Source: an optimization exercise on an open RTL-to-GDS flow (aim: small area). Production flows keep margins and buffers that such runs may drop. RTL that was checked went through simulation tests only; none was proved equivalent to the original. Power figures rest on the tool's default switching activity, not on a simulated workload.

==> v18: inputs <==
==> flow/design.v (excerpt) <==
module geq_decoder (
    input  wire         clk,
    input  wire         rst,               
    input  wire         in_valid,          
    input  wire [7:0]   in_byte,
    output wire         frame_valid,       
    output wire [7:0]   frame_board_id,
    output wire [7:0]   frame_seq,
    output wire [7:0]   frame_brightness,
    output wire [423:0] frame_bars,        
    output wire [423:0] frame_scope,       
    output wire [31:0]  frame_vu           
);
==> module geq_decoder, before the edit <==
module geq_decoder (
    input  wire         clk,
    input  wire         rst,               
    input  wire         in_valid,          
    input  wire [7:0]   in_byte,
    output wire         frame_valid,       
    output wire [7:0]   frame_board_id,
    output wire [7:0]   frame_seq,
    output wire [7:0]   frame_brightness,
    output wire [423:0] frame_bars,        
    output wire [423:0] frame_scope,       
    output wire [31:0]  frame_vu           
);
    localparam integer BODY_LEN = 113;
    localparam [6:0] LFSR_FULL = 7'd25;
    reg        s1;                         
    reg        s2;                         
    reg [6:0]  cur;                        
    reg [7:0]  sum;                        
    reg        chk;                        
    reg [8*BODY_LEN-1:0] body;             
    wire is_aa      = (in_byte == 8'hAA);
    wire is_55      = (in_byte == 8'h55);
    wire full       = (cur == LFSR_FULL);
    wire body_byte  = in_valid && s2 && !full;
    wire check_byte = in_valid && s2 && full;
    always @(posedge clk) begin
        if (rst) begin
            s1  <= 1'b0;
            s2  <= 1'b0;
            chk <= 1'b0;
        end else begin
            chk <= check_byte;
            if (in_valid) begin
                if (s2) begin
                    if (full)
                        s2 <= 1'b0;
                end else if (s1) begin
                    s1 <= is_aa;
                    s2 <= is_55;
                end else begin
                    s1 <= is_aa;
                end
            end
        end
    end
    always @(posedge clk) begin
        if (!s2)
            cur <= 7'd0;
        else if (body_byte)
            cur <= {cur[5:0], ~(cur[6] ^ cur[5])};
    end
    always @(posedge clk) begin
        if (!s2)
            sum <= 8'h00;
        else if (in_valid)
            sum <= sum ^ in_byte;
    end
    assign frame_valid = chk && (sum == 8'h00);
    always @(posedge clk) begin
        if (body_byte)
            body <= {in_byte, body[8*BODY_LEN-1:8]};
    end
    assign frame_board_id   = body[8*0 +: 8];
    assign frame_seq        = body[8*1 +: 8];
    assign frame_brightness = body[8*2 +: 8];
    assign frame_bars       = body[8*3   +: 424];
    assign frame_scope      = body[8*56  +: 424];
    assign frame_vu         = body[8*109 +: 32];
endmodule
export LEC_CHECK = 0
export CAP_MARGIN = 20
export CORE_AREA = 3 3 277 277
export DIE_AREA = 0 0 280 280
export SLEW_MARGIN = 20
create_clock -name core_clock -period 8.0 [get_ports {clk}]
standard.sh (not shown) runs the stock make flow with config.mk's settings and CLKGATE_MAP_FILE= SYNTH_SCRIPT=/design/flow/synth_recipe.tcl, a recipe that flattens the netlist after the stock synthesis.
==> flow/flow/run.sh <==
#!/bin/bash
set -euo pipefail
export BUFFER_PORTS_ARGS="-buffer_cell sky130_fd_sc_hd__buf_1"
export CTS_ARGS="-sink_clustering_enable -repair_clock_nets -dont_use_dummy_load -sink_clustering_size 30 -sink_clustering_max_diameter 100 -buf_list {sky130_fd_sc_hd__clkbuf_8 sky130_fd_sc_hd__clkbuf_16}"
bash standard.sh > standard.log 2>&1
==> inputs of v33, as changes to v18 <==
==> flow/design.v (replaced) <==
module geq_decoder (
    input  wire         clk,
    input  wire         rst,               
    input  wire         in_valid,          
    input  wire [7:0]   in_byte,
    output reg          frame_valid,       
    output wire [7:0]   frame_board_id,
    output wire [7:0]   frame_seq,
    output wire [7:0]   frame_brightness,
    output wire [423:0] frame_bars,        
    output wire [423:0] frame_scope,       
    output wire [31:0]  frame_vu           
);
    localparam integer BODY_LEN = 113;
    localparam [1:0] S_SYNC0 = 2'd0,
                     S_SYNC1 = 2'd1,
                     S_BODY  = 2'd2;
    reg [1:0]  st;
    reg [6:0]  cur;                        
    reg [7:0]  body_xor;                   
    reg [8*BODY_LEN-1:0] body;             
    wire in_body     = in_valid && (st == S_BODY);
    wire body_byte   = in_body && (cur != BODY_LEN);
    wire check_byte  = in_body && (cur == BODY_LEN);
    wire good_packet = check_byte && (body_xor == in_byte);
    always @(posedge clk) begin
        if (rst) begin
            st          <= S_SYNC0;
            cur         <= 7'd0;
            frame_valid <= 1'b0;
        end else begin
            frame_valid <= good_packet;
            if (in_valid) begin
                case (st)
                    S_SYNC0:
                        if (in_byte == 8'hAA)
                            st <= S_SYNC1;
                    S_SYNC1:
                        if (in_byte == 8'h55) begin
                            st  <= S_BODY;
                            cur <= 7'd0;
                        end else if (in_byte != 8'hAA) begin
                            st <= S_SYNC0;
                        end
                    S_BODY:
                        if (cur == BODY_LEN)
                            st <= S_SYNC0;
                        else
                            cur <= cur + 7'd1;
                    default:
                        st <= S_SYNC0;
                endcase
            end
        end
    end
    always @(posedge clk) begin
        if (in_valid && st == S_SYNC1)
            body_xor <= 8'h00;
        else if (body_byte)
            body_xor <= body_xor ^ in_byte;
    end
    always @(posedge clk) begin
        if (body_byte)
            body <= {in_byte, body[8*BODY_LEN-1:8]};
    end
    assign frame_board_id   = body[8*0 +: 8];
    assign frame_seq        = body[8*1 +: 8];
    assign frame_brightness = body[8*2 +: 8];
    assign frame_bars       = body[8*3   +: 424];
    assign frame_scope      = body[8*56  +: 424];
    assign frame_vu         = body[8*109 +: 32];
endmodule
==> flow/run.sh (new file) <==
#!/bin/bash
# synth_recipe.tcl (not shown) runs the flow's synth.tcl, then flattens the netlist and writes it again
# the make line also repeats each setting of config.mk as NAME=value (left out here)
make -C /OpenROAD-flow-scripts/flow DESIGN_CONFIG=/design/flow/config.mk WORK_HOME=/design/flow/orfs CLKGATE_MAP_FILE= SYNTH_SCRIPT=/design/flow/synth_recipe.tcl finish
- CORE_AREA: 3 3 277 277 -> unset
- CORE_MARGIN: unset -> 2
- CORE_UTILIZATION: unset -> 40
- DIE_AREA: 0 0 280 280 -> unset
removed: flow/flow/run.sh
removed: flow/standard.sh
==> notes <==
Against v18, the clock power of v33 is larger by 87%. In v33 the cell count is higher than in v18, by 5.2%. Of v18 and v33, v33 has the higher wire length (gap about 16%, measured against v33). Of v18 and v33, v18 has the higher sequential share of layout area (gap 15 points).
Function not checked in v18: the RTL went through the layout flow alone.

## afterwards: timing with drivers on the ports
No port has a modelled driver above. Below, the same layouts with a new extraction and two added sets of constraints. Step 1 assumes that a clkbuf_16 drives the clock port and a buf_2 every other input. Step 2 moves the port delays by t, midway between the first and last clock arrival at a register: inputs arrive t later, outputs are due t later. That takes back most of the time a late clock gives input paths. a / b / c = ideal ports / drivers / drivers and shift; a / b = the first two.
run | t (ns) | setup WS [ns] | worst setup path at the end | slew at the worst register clock pin (ns)
v18 | 0.617 | 3.897 / 3.856 / 3.238 | input to register | 0.11 / 0.11
v33 | 0.690 | 4.048 / 4.005 / 3.315 | input to register | 0.06 / 0.06
After both steps setup and hold are still met in every run listed. For v33, which loses most, drivers alone change the setup slack by -0.043 ns; drivers and shift together by -0.733 ns.
